What follows belongs to an exercise in optimizing a design on an open flow for small area; a production flow would make more cautious choices. In this exercise RTL edits were held to simulation tests only and were not proved equivalent to the original. No activity file was given, so power comes from the tool's default toggle rates.

## flow/design.v (module list and top-level ports; edited modules follow where they fit)
// module servo_next_raw: 1078 lines
// module servo_mux: 67 lines
module servo_mux (
    input  wire        clk,
    input  wire        rst,           
    input  wire        tick,          
    input  wire        host_valid,    
    input  wire        host_kind,     
    input  wire [27:0] host_word,
    output wire        host_ready,    
    output wire        resp_valid,
    output wire [7:0]  rdata,
    output wire [1:0]  status,
    output wire [15:0] result,
    output wire [3:0]  pin
);
  // ...
==> flow/flow/run.sh <==
#!/bin/bash
# Layout flow: the standard flow (standard.sh) with three changes.
#  1. Synthesis is ORFS's synthesis run by synth_recipe.tcl, with ABC's
#     mapping script replaced by an area-oriented one (abc_map.script) and
#     without ORFS's full-adder extraction. Registers and their names are
#     those of the standard synthesis.
#  2. Ports are buffered with sky130_fd_sc_hd__buf_1 cells.
#  3. Clock tree synthesis uses small clock buffers and no dummy loads.
# Each tool's output goes to a log file of its own in the work folder.
set -euo pipefail
W=$(pwd)
F=$W/flow

# synthesis script: synth_recipe.tcl with ABC's script swapped
{
  cat <<EOT
proc abc {args} {
  set i [lsearch -exact \$args -script]
  if { \$i >= 0 } { set args [lreplace \$args \$i [expr {\$i + 1}] -script $F/abc_map.script] }
  yosys abc {*}\$args
}
EOT
  cat $W/synth_recipe.tcl
} > $W/flow_synth.tcl

bash $W/standard.sh SYNTH_SCRIPT=$W/flow_synth.tcl ADDER_MAP_FILE= synth > $W/synth.log 2>&1

bash $W/standard.sh \
  "BUFFER_PORTS_ARGS=-buffer_cell sky130_fd_sc_hd__buf_1" \
  "CTS_ARGS=-sink_clustering_enable -repair_clock_nets -sink_clustering_size 64 -sink_clustering_max_diameter 400 -buf_list {sky130_fd_sc_hd__clkbuf_16} -dont_use_dummy_load" \
  finish > $W/layout.log 2>&1
==> flow/flow/abc_map.script <==
strash
&get -n
&dch -f
&nf -a -R 1000 -p
&put
topo
==> flow/standard.sh <==
#!/bin/bash
# synth_recipe.tcl (not shown) runs the flow's synth.tcl, then flattens the netlist and writes it again
# the make line also repeats each setting of config.mk as NAME=value (left out here)
make -C /OpenROAD-flow-scripts/flow DESIGN_CONFIG=/design/flow/config.mk WORK_HOME=/design/flow/orfs CLKGATE_MAP_FILE= SYNTH_SCRIPT=/design/flow/synth_recipe.tcl "${@:-finish}"
==> flow/config.mk <==
export PLATFORM = sky130hd
export DESIGN_NAME = servo_mux
export DESIGN_NICKNAME = servo_mux
export VERILOG_FILES = /design/flow/design.v
export SDC_FILE = /design/flow/constraint.sdc
export NUM_CORES = 4
export LEC_CHECK = 0
export CAP_MARGIN = 20
export CORE_MARGIN = 2
export CORE_UTILIZATION = 40
export SLEW_MARGIN = 20
==> flow/constraint.sdc <==
create_clock -name core_clock -period 25.0 [get_ports {clk}]
set_input_delay 5.0000 -clock core_clock [delete_from_list [all_inputs] [get_ports {clk}]]
set_output_delay 5.0000 -clock core_clock [all_outputs]
set_load 0.01 [all_outputs]
==> impl_metrics.prom, run 1 <==
# TYPE chip_impl_metric gauge
chip_impl_info{name="outcome",value="finished clean"} 1
chip_impl_metric{name="syn_to_final_growth",unit="%"} 14.4
chip_impl_metric{name="synth-async-reset-ratio",unit=""} 0
chip_impl_metric{name="yosys.area_share.adder",unit=""} 0.00473
chip_impl_metric{name="global_route_total_overflow",unit=""} 0
chip_impl_metric{name="ctsHoldBuffers",unit=""} 0
chip_impl_metric{name="totalPowerFinal",unit="W"} 0.000265
chip_impl_metric{name="route.detailed.drc",unit=""} 0
chip_impl_metric{name="timing.hold.worst_path_depth",unit=""} 2
chip_impl_info{name="post-synth-top-count-cell",value="nor2_1"} 1
chip_impl_info{name="worstSetupStartpointType",value="register"} 1
chip_impl_metric{name="place_area",unit="µm²"} 4610
chip_impl_metric{name="antenna_diode_count",unit=""} 0
chip_impl_metric{name="postCtsSetupRepairBufs",unit=""} 0
chip_impl_metric{name="largest_reg_flops",unit=""} 32
chip_impl_metric{name="timing.max_cap.violations",unit=""} 0
chip_impl_metric{name="dr_wl_met2",unit="mm"} 6.57
chip_impl_metric{name="top_level_ports",unit=""} 65
chip_impl_info{name="power_leader",value="sequential cells"} 1
chip_impl_metric{name="cts_repair_resize_count",unit=""} 0
chip_impl_info{name="max_flop_register",value="pt"} 1
chip_impl_info{name="worstHoldEndpoint",value="pin_q[0]$_DFF_P_"} 1
chip_impl_metric{name="grt_start_max_net_pins",unit=""} 24
chip_impl_metric{name="multi_input_logic_portion_of_the_cell_area",unit=""} 0.609
chip_impl_metric{name="non_clock_buffer_count_in_the_final_layout",unit=""} 60
chip_impl_metric{name="grt.total_usage",unit=""} 0.245
==> run 2: changes to the inputs <==
--- a/flow/flow/run.sh
+++ b/flow/flow/run.sh
@@ -29,3 +29,3 @@
   "BUFFER_PORTS_ARGS=-buffer_cell sky130_fd_sc_hd__buf_1" \
-  "CTS_ARGS=-sink_clustering_enable -repair_clock_nets -sink_clustering_size 64 -sink_clustering_max_diameter 400 -buf_list {sky130_fd_sc_hd__clkbuf_16} -dont_use_dummy_load" \
+  "CTS_ARGS=-sink_clustering_enable -repair_clock_nets -buf_list {sky130_fd_sc_hd__clkbuf_4} -sink_buffer_max_cap_derate 1.0 -dont_use_dummy_load" \
   finish > $W/layout.log 2>&1
==> run 2 against run 1 <==
Net effect: still clean; worst hold slack improved by 0.010 ns; area after synthesis stayed put; count of clock-buffer cells in the layout unchanged; wire length fell by 1.1%; register-to-register slack improved by 0.05 ns; setup slack worse by 0.16 ns; first-iteration DRC count rose by 33%; core utilization fell by 1.5 points; sequential power is essentially flat; cell count unchanged.
==> impl_metrics.prom, run 2 <==
# TYPE chip_impl_metric gauge
chip_impl_metric{name="grt_first_pass_wirelength",unit="mm"} 22.1
chip_impl_info{name="worstHoldEndpoint",value="pin_q[0]$_DFF_P_"} 1
chip_impl_info{name="highest_count_cells_in_the_layout_ignoring_fill_and_taps",value="nor2_1, nand2_1, a21oi_1, dfxtp_1, buf_1"} 1
chip_impl_metric{name="synth_top_cell_area_share",unit=""} 0.289
chip_impl_metric{name="tightest_slew",unit="ns"} 1.03
chip_impl_metric{name="insertion_delay",unit="ns"} 0.42
chip_impl_info{name="post-synth-top-count-cell",value="nor2_1"} 1
chip_impl_metric{name="top_level_ports",unit=""} 65
chip_impl_info{name="path_class",value="register to output pin"} 1
chip_impl_metric{name="ratio_of_total_power_to_cell_area",unit="nW/µm²"} 45.0
chip_impl_metric{name="reg2reg_setup_slack",unit="ns"} 20.78
chip_impl_metric{name="cp_max_fo",unit=""} 10
chip_impl_info{name="postSynth.topFlopCell",value="dfxtp_1"} 1
chip_impl_metric{name="layout_cells_sized_above_1",unit=""} 0.0149
chip_impl_info{name="synth.cells.most_frequent",value="nor2_1, nand2_1, a21oi_1"} 1
chip_impl_metric{name="cts_buffer_depth",unit=""} 2
chip_impl_info{name="synth_largest_area_cell",value="dfxtp_1"} 1
chip_impl_metric{name="setup_viol",unit=""} 0
chip_impl_metric{name="syn_inst",unit=""} 605
chip_impl_info{name="cts.root.buffer_cell",value="clkbuf_4"} 1
chip_impl_metric{name="maxSlewViolCount",unit=""} 0
chip_impl_metric{name="synth-async-reset-ratio",unit=""} 0
chip_impl_info{name="hold_class",value="register to register"} 1
chip_impl_info{name="worst_hold_startpoint",value="pin_q[0]$_DFF_P_"} 1
chip_impl_metric{name="antenna_diode_count",unit=""} 0
chip_impl_metric{name="layout_worst_path_cycle_share",unit=""} 0.455
chip_impl_metric{name="total_nets_final",unit=""} 708
chip_impl_info{name="grt_busiest_layer",value="met2"} 1
chip_impl_metric{name="grt_use_met3",unit=""} 0.0395
chip_impl_metric{name="timing.clock.skew",unit="ns"} 0.0329
chip_impl_metric{name="postCtsSetupRepairBufs",unit=""} 0
chip_impl_metric{name="clk_pin_slew",unit="ns"} 0.11
chip_impl_info{name="tritoncts_clock_tree",value="done"} 1
chip_impl_metric{name="grt_start_max_net_pins",unit=""} 24
chip_impl_metric{name="cts-buffers-inserted",unit=""} 9
chip_impl_metric{name="hold_viol_final",unit=""} 0
chip_impl_metric{name="ys.warnings.count",unit=""} 1
chip_impl_metric{name="summed_area_of_non_filler_cells_in_the_final_layout",unit="µm²"} 4680
chip_impl_info{name="origin_of_the_critical_flop_to_flop_path",value="cur[0]$_DFF_P_"} 1
chip_impl_info{name="grt_setup_unrepaired",value="false"} 1
chip_impl_metric{name="via_count_of_the_first_global_routing_pass",unit=""} 4370
chip_impl_metric{name="clock_net_sink_count",unit=""} 61
chip_impl_metric{name="wire_per_inst",unit="µm"} 17.0
chip_impl_metric{name="timing.hold.worst_path_depth",unit=""} 2
chip_impl_metric{name="final_core_utilization",unit=""} 0.456
chip_impl_metric{name="global_route_total_overflow",unit=""} 0
chip_impl_info{name="max_flop_register",value="pt"} 1
chip_impl_metric{name="largest_reg_flops",unit=""} 32
chip_impl_metric{name="max-slew-margin-rel",unit=""} 0.307
chip_impl_metric{name="route.detailed.drc",unit=""} 0
chip_impl_info{name="outcome",value="finished clean"} 1
chip_impl_metric{name="total_negative_setup_slack",unit="ns"} 0
chip_impl_metric{name="fp.dieArea",unit="µm²"} 11400
chip_impl_metric{name="initial_core_util",unit=""} 0.412
chip_impl_metric{name="synth.cell_area",unit="µm²"} 4230
chip_impl_metric{name="reg2regPathDepth",unit=""} 17
chip_impl_metric{name="timing.max_cap.violations",unit=""} 0
chip_impl_metric{name="ctsHoldBuffers",unit=""} 0
chip_impl_info{name="post_synth_main_area_contributors",value="dfxtp_1, nor2_1, a21oi_1, o21ai_0, nand2_1"} 1
chip_impl_metric{name="place_area",unit="µm²"} 4610
chip_impl_metric{name="synth_enable_flop_cells",unit=""} 0
chip_impl_metric{name="die_w",unit="µm"} 107
chip_impl_metric{name="port-buffer-count",unit=""} 60
chip_impl_metric{name="route.antenna.remaining_nets",unit=""} 0
chip_impl_metric{name="postSynthRegisterBits",unit=""} 61
chip_impl_metric{name="syn_to_final_growth",unit="%"} 10.7
chip_impl_metric{name="synth-seq-area-share",unit=""} 0.289
chip_impl_metric{name="max-vdd-ir-drop",unit="V"} 0.0000215
chip_impl_metric{name="post-route-min-period",unit="ns"} 11.36
chip_impl_metric{name="synth_area_per_cell",unit="µm²"} 6.99
chip_impl_metric{name="ys_types",unit=""} 55
chip_impl_metric{name="route.detailed.vias_per_inst",unit=""} 6.16
chip_impl_metric{name="power.static_leakage",unit="nW"} 1.55
chip_impl_info{name="worstSetupStartpointType",value="register"} 1
chip_impl_info{name="mostFrequentLayoutCell",value="nor2_1"} 1
chip_impl_metric{name="cts_repair_resize_count",unit=""} 0
chip_impl_metric{name="die_y",unit="µm"} 107
chip_impl_metric{name="antenna_violations_before_repair",unit=""} 0
chip_impl_metric{name="met1_usage",unit=""} 0.329
chip_impl_metric{name="grt.total_usage",unit=""} 0.242
chip_impl_metric{name="vias",unit=""} 4985
chip_impl_info{name="critical_path.reg2reg.endpoint",value="rem[7]$_DFF_P_"} 1
chip_impl_metric{name="detailedRoute.firstIterationViolations",unit=""} 723
chip_impl_info{name="largestRegisters",value="pt: 32 flops, rem: 8 flops"} 1
chip_impl_metric{name="floorplan.core_area",unit="µm²"} 10300
chip_impl_metric{name="cp_data_arrival_time",unit="ns"} 6.36
chip_impl_metric{name="floorplan.rows",unit=""} 37
chip_impl_metric{name="routabilityCongestion",unit=""} 0.951
chip_impl_metric{name="dr.pass1.iters",unit=""} 8
chip_impl_metric{name="h_tree_depth",unit=""} 3
chip_impl_metric{name="route.final.wire_length",unit="mm"} 13.8
chip_impl_metric{name="post-dp-hpwl",unit="mm"} 10.5
chip_impl_metric{name="met2_usage",unit=""} 0.409
chip_impl_info{name="endpoint_kind",value="output pin"} 1
chip_impl_metric{name="maximum_operating_frequency",unit="MHz"} 88.0
chip_impl_metric{name="timing.critical_path.required",unit="ns"} 20.00
==> run 2: cells by family after synthesis <==
logic type,synth area share
simple gates,0.299
compound gates,0.330
flops,0.289
xor+xnor,0.0476
buf+inv,0.0186
mux,0.00976
fa+ha+maj,0.00473
other cells,0.000886
==> run 2: how the worst max path moves through the flow <==
| stage | from | to | slack, ns | depth (start not counted) |
|---|---|---|---|---|
| 4_1_cts | rch[1]$_DFF_P_ | result[6] | 13.84 | 22 |
| 6_report | rch[1]$_DFF_P_ | result[6] | 13.64 | 22 |
| 2_1_floorplan | rch[1]$_DFF_P_ | result[7] | 15.25 | 20 |
| 5_1_grt | rch[1]$_DFF_P_ | result[6] | 13.13 | 22 |
| 3_3_place_gp | rch[0]$_DFF_P_ | result[6] | 14.40 | 22 |
| 3_5_place_dp | rch[1]$_DFF_P_ | result[6] | 14.35 | 20 |
==> run 2: per-stage QoR <==
step	hold slack (ns)	std cells	setup slack [ns]	power (W)
2_1_floorplan	0.444	608	15.25	0.000147
3_3_place_gp	0.440	800	14.40	0.000163
3_5_place_dp	0.450	800	14.35	0.000164
4_1_cts	0.462	809	13.84	0.000211
5_1_grt	0.491	809	13.13	0.000224
6_report	0.471	809	13.64	0.000211
==> run 2: power by group <==
part / switching (W) / leakage [nW] / total, W / internal [W]
Sequential: 0.00000433 / 0.496 / 0.000105 / 0.000100
Combinational: 0.0000372 / 1.01 / 0.0000580 / 0.0000208
Clock: 0.0000312 / 0.0414 / 0.0000479 / 0.0000167
Total: 0.0000727 / 1.55 / 0.000211 / 0.000138
==> run 2: area by class of cell <==
class	count	area [µm²]
Fill cell	1106	5600
Multi-Input combinational cell	530	2950
Clock buffer	9	67.6
Tap cell	136	170
Inverter	13	48.8
Timing Repair Buffer	60	225
Sequential cell	61	1220
==> run 2: metal layers <==
layer | up-vias | wire (µm)
met4 | 0 | 192
met5 | - | 0
met2 | 224 | 6560
met1 | 2331 | 6160
met3 | 21 | 873
li1 | 2409 | -
==> run 2: worst max-delay path: stages (launching register included) <==
cell	delay, ns
dfxtp_1	0.48
or2_0	0.55
o22ai_1	0.18
nor2_1	0.65
nand2_1	0.31
nor2_1	0.17
nor3_1	0.05
a2111oi_0	0.32
a211oi_1	0.09
a21oi_1	0.19
o32ai_1	0.13
a21oi_1	0.20
o22ai_1	0.16
a21oi_1	0.28
xor2_1	0.16
maj3_1	0.41
maj3_1	0.40
a21oi_1	0.19
xor2_1	0.32
nor2_1	0.14
a22oi_1	0.29
o22ai_1	0.12
buf_1	0.16
==> run 3: changes to the inputs <==
--- a/flow/flow/run.sh
+++ b/flow/flow/run.sh
@@ -29,3 +29,3 @@
   "BUFFER_PORTS_ARGS=-buffer_cell sky130_fd_sc_hd__buf_1" \
-  "CTS_ARGS=-sink_clustering_enable -repair_clock_nets -buf_list {sky130_fd_sc_hd__clkbuf_4} -sink_buffer_max_cap_derate 1.0 -dont_use_dummy_load" \
+  "CTS_ARGS=-repair_clock_nets -buf_list {sky130_fd_sc_hd__clkbuf_4} -dont_use_dummy_load" \
   finish > $W/layout.log 2>&1
==> run 3 against run 2 <==
Net effect: synthesized cell count unchanged; power unchanged; wire length unchanged; worst hold slack unchanged; global-route usage unchanged; critical path type unchanged; largest cell class unchanged.
==> impl_metrics.prom, run 3 <==
# TYPE chip_impl_metric gauge
chip_impl_info{name="tritoncts_clock_tree",value="done"} 1
chip_impl_info{name="hold_class",value="register to register"} 1
chip_impl_metric{name="maximum_operating_frequency",unit="MHz"} 88.0
chip_impl_info{name="critPathMostFrequentCell",value="a21oi_1"} 1
chip_impl_metric{name="maxSlewViolCount",unit=""} 0
chip_impl_metric{name="floorplan.core_area",unit="µm²"} 10300
chip_impl_metric{name="timing.max_cap.violations",unit=""} 0
chip_impl_info{name="largestRegisters",value="pt: 32 flops, rem: 8 flops"} 1
chip_impl_metric{name="syn_inst",unit=""} 605
chip_impl_metric{name="clk_pin_slew",unit="ns"} 0.11
chip_impl_metric{name="route.antenna.remaining_nets",unit=""} 0
chip_impl_info{name="grt_setup_unrepaired",value="false"} 1
chip_impl_metric{name="grt.total_usage",unit=""} 0.242
chip_impl_metric{name="largest_reg_flops",unit=""} 32
chip_impl_metric{name="ys_types",unit=""} 55
chip_impl_metric{name="placed_cells",unit=""} 800
chip_impl_metric{name="cts_buffer_depth",unit=""} 2
chip_impl_metric{name="fp.dieArea",unit="µm²"} 11400
chip_impl_metric{name="timing.clock.skew",unit="ns"} 0.0329
chip_impl_metric{name="cts_repair_resize_count",unit=""} 0
chip_impl_metric{name="tightest_slew",unit="ns"} 1.03
chip_impl_metric{name="antenna_violations_before_repair",unit=""} 0
chip_impl_metric{name="route.detailed.drc",unit=""} 0
chip_impl_metric{name="grt_start_max_net_pins",unit=""} 24
chip_impl_info{name="outcome",value="finished clean"} 1
chip_impl_metric{name="synth-seq-area-share",unit=""} 0.289
chip_impl_metric{name="floorplan.rows",unit=""} 37
chip_impl_metric{name="synth-async-reset-ratio",unit=""} 0
chip_impl_metric{name="reg2regPathDepth",unit=""} 17
chip_impl_metric{name="die_y",unit="µm"} 107
chip_impl_metric{name="route.final.wire_length",unit="mm"} 13.8
chip_impl_metric{name="timing.hold.worst_path_depth",unit=""} 2
chip_impl_metric{name="total_nets_final",unit=""} 708
chip_impl_metric{name="h_tree_depth",unit=""} 3
chip_impl_info{name="post-synth-top-count-cell",value="nor2_1"} 1
chip_impl_info{name="mostFrequentLayoutCell",value="nor2_1"} 1
chip_impl_metric{name="cp_data_arrival_time",unit="ns"} 6.36
chip_impl_metric{name="clock_net_sink_count",unit=""} 61
chip_impl_info{name="worstSetupStartpointType",value="register"} 1
chip_impl_metric{name="finalNonFillerCells",unit=""} 809
chip_impl_info{name="worst_hold_startpoint",value="pin_q[0]$_DFF_P_"} 1
chip_impl_metric{name="ys.warnings.count",unit=""} 1
chip_impl_metric{name="vias",unit=""} 4985
chip_impl_metric{name="post-dp-hpwl",unit="mm"} 10.5
chip_impl_metric{name="critical-path-max-stage-delay",unit="ns"} 0.65
chip_impl_metric{name="reg2reg_setup_slack",unit="ns"} 20.78
chip_impl_metric{name="top_level_ports",unit=""} 65
chip_impl_metric{name="summed_area_of_non_filler_cells_in_the_final_layout",unit="µm²"} 4680
chip_impl_metric{name="postCtsSetupRepairBufs",unit=""} 0
chip_impl_info{name="max_flop_register",value="pt"} 1
chip_impl_metric{name="ctsHoldBuffers",unit=""} 0
chip_impl_metric{name="layout_cells_sized_above_1",unit=""} 0.0149
chip_impl_metric{name="max-slew-margin-rel",unit=""} 0.307
chip_impl_metric{name="synth_top_cell_area_share",unit=""} 0.289
chip_impl_metric{name="power.static_leakage",unit="nW"} 1.55
chip_impl_metric{name="dr.pass1.iters",unit=""} 8
chip_impl_metric{name="setup_viol",unit=""} 0
chip_impl_metric{name="final_core_utilization",unit=""} 0.456
chip_impl_metric{name="antenna_diode_count",unit=""} 0
chip_impl_metric{name="layout_worst_path_cycle_share",unit=""} 0.455
chip_impl_info{name="synth_largest_area_cell",value="dfxtp_1"} 1
chip_impl_info{name="worstHoldEndpoint",value="pin_q[0]$_DFF_P_"} 1
chip_impl_info{name="origin_of_the_critical_flop_to_flop_path",value="cur[0]$_DFF_P_"} 1
chip_impl_metric{name="insertion_delay",unit="ns"} 0.42
chip_impl_metric{name="post-route-min-period",unit="ns"} 11.36
chip_impl_info{name="cts.root.buffer_cell",value="clkbuf_4"} 1
chip_impl_metric{name="hold_viol_final",unit=""} 0
chip_impl_metric{name="ratio_of_total_power_to_cell_area",unit="nW/µm²"} 45.0
chip_impl_metric{name="synth_enable_flop_cells",unit=""} 0
chip_impl_metric{name="route.detailed.vias_per_inst",unit=""} 6.16
chip_impl_metric{name="place_area",unit="µm²"} 4610
chip_impl_metric{name="initial_core_util",unit=""} 0.412
chip_impl_info{name="cp_slowest_cell",value="nor2_1"} 1
chip_impl_metric{name="die_w",unit="µm"} 107
chip_impl_metric{name="grt_first_pass_wirelength",unit="mm"} 22.1
chip_impl_metric{name="syn_to_final_growth",unit="%"} 10.7
chip_impl_info{name="post_synth_main_area_contributors",value="dfxtp_1, nor2_1, a21oi_1, o21ai_0, nand2_1"} 1
chip_impl_metric{name="total_negative_setup_slack",unit="ns"} 0
chip_impl_metric{name="synth_area_per_cell",unit="µm²"} 6.99
chip_impl_info{name="synth.cells.most_frequent",value="nor2_1, nand2_1, a21oi_1"} 1
chip_impl_info{name="path_class",value="register to output pin"} 1
chip_impl_metric{name="routabilityCongestion",unit=""} 0.951
chip_impl_metric{name="via_count_of_the_first_global_routing_pass",unit=""} 4370
chip_impl_metric{name="cts-buffers-inserted",unit=""} 9
chip_impl_metric{name="synth.cell_area",unit="µm²"} 4230
chip_impl_info{name="highest_count_cells_in_the_layout_ignoring_fill_and_taps",value="nor2_1, nand2_1, a21oi_1, dfxtp_1, buf_1"} 1
chip_impl_info{name="critical_path.reg2reg.endpoint",value="rem[7]$_DFF_P_"} 1
chip_impl_metric{name="wire_per_inst",unit="µm"} 17.0
chip_impl_info{name="ordered_list_of_cells_on_the_worst_path",value="or2_0, o22ai_1, nor2_1, nand2_1, nor2_1, nor3_1, a2111oi_0, a211oi_1, a21oi_1, o32ai_1, a21oi_1, o22ai_1, a21oi_1, xor2_1, maj3_1, maj3_1, a21oi_1, xor2_1, nor2_1, a22oi_1, o22ai_1, buf_1"} 1
chip_impl_metric{name="detailedRoute.firstIterationViolations",unit=""} 723
chip_impl_info{name="postSynth.topFlopCell",value="dfxtp_1"} 1
chip_impl_metric{name="cp_max_fo",unit=""} 10
chip_impl_metric{name="postSynthRegisterBits",unit=""} 61
chip_impl_metric{name="global_route_total_overflow",unit=""} 0
chip_impl_metric{name="timing.critical_path.required",unit="ns"} 20.00
chip_impl_metric{name="port-buffer-count",unit=""} 60
chip_impl_info{name="endpoint_kind",value="output pin"} 1
chip_impl_metric{name="max-vdd-ir-drop",unit="V"} 0.0000215
-- run 3: cell counts after synthesis --
Identical to the previous run, type by type.
-- run 3: worst max-delay path by stage --
stage                               from        end  slack (ns)  depth (start not counted)
after floorplan           rch[1]$_DFF_P_  result[7]       15.25                         20
after global placement    rch[0]$_DFF_P_  result[6]       14.40                         22
after detailed placement  rch[1]$_DFF_P_  result[6]       14.35                         20
after CTS                 rch[1]$_DFF_P_  result[6]       13.84                         22
after global routing      rch[1]$_DFF_P_  result[6]       13.13                         22
final                     rch[1]$_DFF_P_  result[6]       13.64                         22
-- run 3: worst max-delay path, delay by kind of cell, from the launching register on --
kind / cells / cell delay, ns
xor+xnor: 2 / 0.48
flops: 1 / 0.48
fa+ha+maj: 2 / 0.81
simple gates: 6 / 1.87
buf+inv: 1 / 0.16
compound gates: 11 / 2.15
-- run 3: metal layers --
layer | routed length (µm) | share of wire | track usage | vias up
met3 | 873 | 0.063 | 0.0395 | 21
li1 | - | - | - | 2409
met4 | 192 | 0.014 | 0.0455 | 0
met2 | 6560 | 0.48 | 0.409 | 224
met1 | 6160 | 0.45 | 0.329 | 2331
met5 | 0 | 0 | 0 | -
-- run 3: layout make-up --
cell class / count / area, µm²
Fill cell: 1106 / 5600
Sequential cell: 61 / 1220
Inverter: 13 / 48.8
Timing Repair Buffer: 60 / 225
Multi-Input combinational cell: 530 / 2950
Tap cell: 136 / 170
Clock buffer: 9 / 67.6
-- run 3: kinds of logic after synthesis --
family | share of synthesized area
fa+ha+maj | 0.00473
flops | 0.289
buf+inv | 0.0186
compound gates | 0.330
xor+xnor | 0.0476
other cells | 0.000886
mux | 0.00976
simple gates | 0.299
-- run 3: power by group --
part | internal, W | switching, W
sequential | 0.000100 | 0.00000433
clock | 0.0000167 | 0.0000312
combinational | 0.0000208 | 0.0000372
-- run 3: stage by stage --
step | total power (W) | setup slack (ns) | hold WS (ns)
floorplan | 0.000147 | 15.25 | 0.444
global placement | 0.000163 | 14.40 | 0.440
detailed placement | 0.000164 | 14.35 | 0.450
CTS | 0.000211 | 13.84 | 0.462
global route | 0.000224 | 13.13 | 0.491
finish | 0.000211 | 13.64 | 0.471
==> run 4: changes to the inputs <==
--- a/flow/flow/run.sh
+++ b/flow/flow/run.sh
@@ -29,3 +29,3 @@
   "BUFFER_PORTS_ARGS=-buffer_cell sky130_fd_sc_hd__buf_1" \
-  "CTS_ARGS=-repair_clock_nets -buf_list {sky130_fd_sc_hd__clkbuf_4} -dont_use_dummy_load" \
+  "CTS_ARGS=-sink_clustering_enable -repair_clock_nets -buf_list {sky130_fd_sc_hd__clkbuf_2 sky130_fd_sc_hd__clkbuf_4} -dont_use_dummy_load" \
   finish > $W/layout.log 2>&1
==> run 4 against run 3 <==
Net effect: critical path type unchanged; cell count did not move; flip-flop and latch count did not move; largest cell class unchanged; fmax did not move.
==> impl_metrics.prom, run 4 <==
# TYPE chip_impl_metric gauge
chip_impl_info{name="outcome",value="finished clean"} 1
chip_impl_metric{name="critical-path-max-stage-delay",unit="ns"} 0.65
chip_impl_metric{name="layout_worst_path_cycle_share",unit=""} 0.455
chip_impl_metric{name="synth_top_cell_area_share",unit=""} 0.289
chip_impl_metric{name="maxSlewViolCount",unit=""} 0
chip_impl_metric{name="dr.pass1.iters",unit=""} 8
chip_impl_metric{name="global_route_total_overflow",unit=""} 0
chip_impl_metric{name="cts_repair_resize_count",unit=""} 0
chip_impl_info{name="post_synth_main_area_contributors",value="dfxtp_1, nor2_1, a21oi_1, o21ai_0, nand2_1"} 1
chip_impl_metric{name="synth.cell_area",unit="µm²"} 4230
chip_impl_metric{name="reg2regPathDepth",unit=""} 17
chip_impl_metric{name="grt.total_usage",unit=""} 0.242
chip_impl_metric{name="routabilityCongestion",unit=""} 0.951
chip_impl_info{name="origin_of_the_critical_flop_to_flop_path",value="cur[0]$_DFF_P_"} 1
chip_impl_metric{name="power.static_leakage",unit="nW"} 1.55
chip_impl_metric{name="largest_reg_flops",unit=""} 32
chip_impl_metric{name="synth_area_per_cell",unit="µm²"} 6.99
chip_impl_info{name="synth_largest_area_cell",value="dfxtp_1"} 1
chip_impl_metric{name="reg2reg_setup_slack",unit="ns"} 20.78
chip_impl_info{name="worst_hold_startpoint",value="pin_q[0]$_DFF_P_"} 1
chip_impl_metric{name="ratio_of_total_power_to_cell_area",unit="nW/µm²"} 45.0
chip_impl_info{name="ordered_list_of_cells_on_the_worst_path",value="or2_0, o22ai_1, nor2_1, nand2_1, nor2_1, nor3_1, a2111oi_0, a211oi_1, a21oi_1, o32ai_1, a21oi_1, o22ai_1, a21oi_1, xor2_1, maj3_1, maj3_1, a21oi_1, xor2_1, nor2_1, a22oi_1, o22ai_1, buf_1"} 1
chip_impl_metric{name="clk_pin_slew",unit="ns"} 0.11
chip_impl_info{name="tritoncts_clock_tree",value="done"} 1
chip_impl_metric{name="floorplan.rows",unit=""} 37
chip_impl_metric{name="timing.hold.worst_path_depth",unit=""} 2
chip_impl_metric{name="max-vdd-ir-drop",unit="V"} 0.0000215
chip_impl_info{name="cp_slowest_cell",value="nor2_1"} 1
chip_impl_metric{name="h_tree_depth",unit=""} 3
chip_impl_metric{name="maximum_operating_frequency",unit="MHz"} 88.0
chip_impl_info{name="grt_setup_unrepaired",value="false"} 1
chip_impl_metric{name="syn_inst",unit=""} 605
chip_impl_info{name="cpLargestDelayFamily",value="compound AO/OA/AOI/OAI gates"} 1
chip_impl_info{name="endpoint_kind",value="output pin"} 1
chip_impl_metric{name="timing.clock.skew",unit="ns"} 0.0329
chip_impl_metric{name="setup_viol",unit=""} 0
chip_impl_metric{name="clock_net_sink_count",unit=""} 61
chip_impl_info{name="synth.cells.most_frequent",value="nor2_1, nand2_1, a21oi_1"} 1
chip_impl_info{name="path_class",value="register to output pin"} 1
chip_impl_info{name="critPathMostFrequentCell",value="a21oi_1"} 1
chip_impl_metric{name="cp_max_fo",unit=""} 10
chip_impl_metric{name="top_level_ports",unit=""} 65
chip_impl_metric{name="antenna_diode_count",unit=""} 0
chip_impl_metric{name="synth-async-reset-ratio",unit=""} 0
chip_impl_metric{name="timing.critical_path.required",unit="ns"} 20.00
chip_impl_metric{name="grt_first_pass_wirelength",unit="mm"} 22.1
chip_impl_info{name="worstHoldEndpoint",value="pin_q[0]$_DFF_P_"} 1
chip_impl_info{name="hold_class",value="register to register"} 1
chip_impl_metric{name="route.detailed.vias_per_inst",unit=""} 6.16
chip_impl_metric{name="antenna_violations_before_repair",unit=""} 0
chip_impl_info{name="largestRegisters",value="pt: 32 flops, rem: 8 flops"} 1
chip_impl_metric{name="post-dp-hpwl",unit="mm"} 10.5
chip_impl_metric{name="cts-buffers-inserted",unit=""} 9
chip_impl_metric{name="port-buffer-count",unit=""} 60
chip_impl_metric{name="post_synth_and_or_nand_nor_area_fraction",unit=""} 0.299
chip_impl_metric{name="grt_start_max_net_pins",unit=""} 24
chip_impl_metric{name="tightest_slew",unit="ns"} 1.03
chip_impl_metric{name="synth-xor-area-share",unit=""} 0.0476
chip_impl_metric{name="ys_types",unit=""} 55
chip_impl_metric{name="syn_to_final_growth",unit="%"} 10.7
chip_impl_metric{name="timing.max_cap.violations",unit=""} 0
chip_impl_metric{name="floorplan.core_area",unit="µm²"} 10300
chip_impl_metric{name="post-place-ws",unit="ns"} 14.35
chip_impl_metric{name="vias",unit=""} 4985
chip_impl_metric{name="yosys.area_share.adder",unit=""} 0.00473
chip_impl_metric{name="die_y",unit="µm"} 107
chip_impl_metric{name="postCtsSetupRepairBufs",unit=""} 0
chip_impl_metric{name="max-slew-margin-rel",unit=""} 0.307
chip_impl_metric{name="die_w",unit="µm"} 107
chip_impl_metric{name="cp_data_arrival_time",unit="ns"} 6.36
chip_impl_metric{name="wire_per_inst",unit="µm"} 17.0
chip_impl_metric{name="timing.final.ws_setup",unit="ns"} 13.64
chip_impl_metric{name="post-route-min-period",unit="ns"} 11.36
chip_impl_metric{name="synth_enable_flop_cells",unit=""} 0
chip_impl_metric{name="via_count_of_the_first_global_routing_pass",unit=""} 4370
chip_impl_info{name="post-synth-top-count-cell",value="nor2_1"} 1
chip_impl_metric{name="totalPowerFinal",unit="W"} 0.000211
chip_impl_metric{name="route.detailed.drc",unit=""} 0
chip_impl_metric{name="postSynthRegisterBits",unit=""} 61
chip_impl_metric{name="hold_slack",unit="ns"} 0.471
chip_impl_metric{name="hold_viol_final",unit=""} 0
chip_impl_info{name="highest_count_cells_in_the_layout_ignoring_fill_and_taps",value="nor2_1, nand2_1, a21oi_1, dfxtp_1, buf_1"} 1
chip_impl_info{name="mostFrequentLayoutCell",value="nor2_1"} 1
chip_impl_metric{name="initial_core_util",unit=""} 0.412
chip_impl_metric{name="route.final.wire_length",unit="mm"} 13.8
chip_impl_metric{name="ys.warnings.count",unit=""} 1
chip_impl_metric{name="crit_buf_inv",unit=""} 1
chip_impl_metric{name="synth-seq-area-share",unit=""} 0.289
chip_impl_info{name="postSynth.topFlopCell",value="dfxtp_1"} 1
chip_impl_metric{name="ctsHoldBuffers",unit=""} 0
chip_impl_metric{name="cts_buffer_depth",unit=""} 2
chip_impl_info{name="max_flop_register",value="pt"} 1
chip_impl_info{name="dominant_combinational_cell_family_by_area_after_synthesis",value="compound AO/OA/AOI/OAI gates"} 1
chip_impl_metric{name="synth_compound_gate_area_share",unit=""} 0.330
chip_impl_metric{name="insertion_delay",unit="ns"} 0.42
chip_impl_metric{name="detailedRoute.firstIterationViolations",unit=""} 723
chip_impl_info{name="critical_path.reg2reg.endpoint",value="rem[7]$_DFF_P_"} 1
chip_impl_metric{name="final_core_utilization",unit=""} 0.456
chip_impl_metric{name="synthMuxAreaShare",unit=""} 0.00976
chip_impl_metric{name="total_nets_final",unit=""} 708
chip_impl_metric{name="route.antenna.remaining_nets",unit=""} 0
chip_impl_info{name="cts.root.buffer_cell",value="clkbuf_4"} 1
chip_impl_metric{name="total_negative_setup_slack",unit="ns"} 0
chip_impl_metric{name="fp.dieArea",unit="µm²"} 11400
chip_impl_info{name="worstSetupStartpointType",value="register"} 1
chip_impl_metric{name="layout_cells_sized_above_1",unit=""} 0.0149
[run 4: cell counts after synthesis]
Identical to the previous run, type by type.
[run 4: cells by family (layout without fill, tap and decap cells)]
logic type                 count (synthesis)  after routing
other                                      1              4
xor gates and xnor gates                  23             23
adders and majority gates                  2              2
DFF                                       61             61
muxes                                      4              4
buffers and inverters                     17             82
and+or+nand+nor                          271            271
AOI/OAI and AO/OA                        226            226
[run 4: worst reg2reg max path: stages (launching register included)]
cell and delay [ns]:
dfxtp_1 0.40, and2_0 0.39, a222oi_1 0.40, a21boi_0 0.47
nand2_1 0.17, o21ai_0 0.37, nand2_1 0.15, nor3_1 0.33
nand2b_1 0.11, nand2b_1 0.16, nand2b_1 0.16, o211ai_1 0.19
a31oi_1 0.12, nor2_1 0.12, xnor2_1 0.08, nor4_1 0.24
o21ai_0 0.12, a21oi_1 0.15
[run 4: how the worst max path moves through the flow]
stage	startpoint	endpoint	slack (ns)	cells past startpoint
2_1_floorplan	rch[1]$_DFF_P_	result[7]	15.25	20
3_3_place_gp	rch[0]$_DFF_P_	result[6]	14.40	22
3_5_place_dp	rch[1]$_DFF_P_	result[6]	14.35	20
4_1_cts	rch[1]$_DFF_P_	result[6]	13.84	22
5_1_grt	rch[1]$_DFF_P_	result[6]	13.13	22
6_report	rch[1]$_DFF_P_	result[6]	13.64	22
[run 4: cell type report]
cell class	instances	area [µm²]
clock buffers	9	67.6
fillers	1106	5600
inverters	13	48.8
well taps	136	170
repair buffers	60	225
multi-input cells	530	2950
flip-flops and latches	61	1220
[run 4: stage by stage]
step                      std cells  area [µm²]
after floorplan                 608        4240
after global placement          800        4610
after detailed placement        800        4610
after CTS                       809        4670
after global routing            809        4680
final                           809        4680
[run 4: report_power, final]
group           total, W  switching (W)  internal [W]
clock network  0.0000479      0.0000312     0.0000167
registers       0.000105     0.00000433      0.000100
logic          0.0000580      0.0000372     0.0000208
total           0.000211      0.0000727      0.000138
[run 4: layer usage]
layer / routed length (µm) / global-route usage / share of wire / vias up
li1: - / - / - / 2409
met1: 6160 / 0.329 / 0.45 / 2331
met2: 6560 / 0.409 / 0.48 / 224
met3: 873 / 0.0395 / 0.063 / 21
met4: 192 / 0.0455 / 0.014 / 0
met5: 0 / 0 / 0 / -

## port drivers added, routing unchanged
How much do the figures lean on ideal ports? The routed layouts below were timed once more, with nothing changed but the port constraints.
Step 1: set_driving_cell puts a clkbuf_16 on clk and a buf_2 on each other input, an assumption about the parent block.
Step 2 times the ports against the registers' clock, not the clock port: input delays grow and output delays shrink by t, the midpoint of the rising clock arrivals with the driver on.
Three values: ideal ports, drivers, drivers and shift; two values: the first two.
run	shift t [ns]	setup WS [ns]	worst setup path at the end	worst data-port slew with drivers (ns)
run 1	0.362	13.799 / 13.765 / 14.127	register to output	0.03
run 2	0.427	13.636 / 13.610 / 14.037	register to output	0.03
run 3	0.427	13.636 / 13.610 / 14.037	register to output	0.03
run 4	0.427	13.636 / 13.610 / 14.037	register to output	0.03
After both steps setup and hold are still met in every run listed.
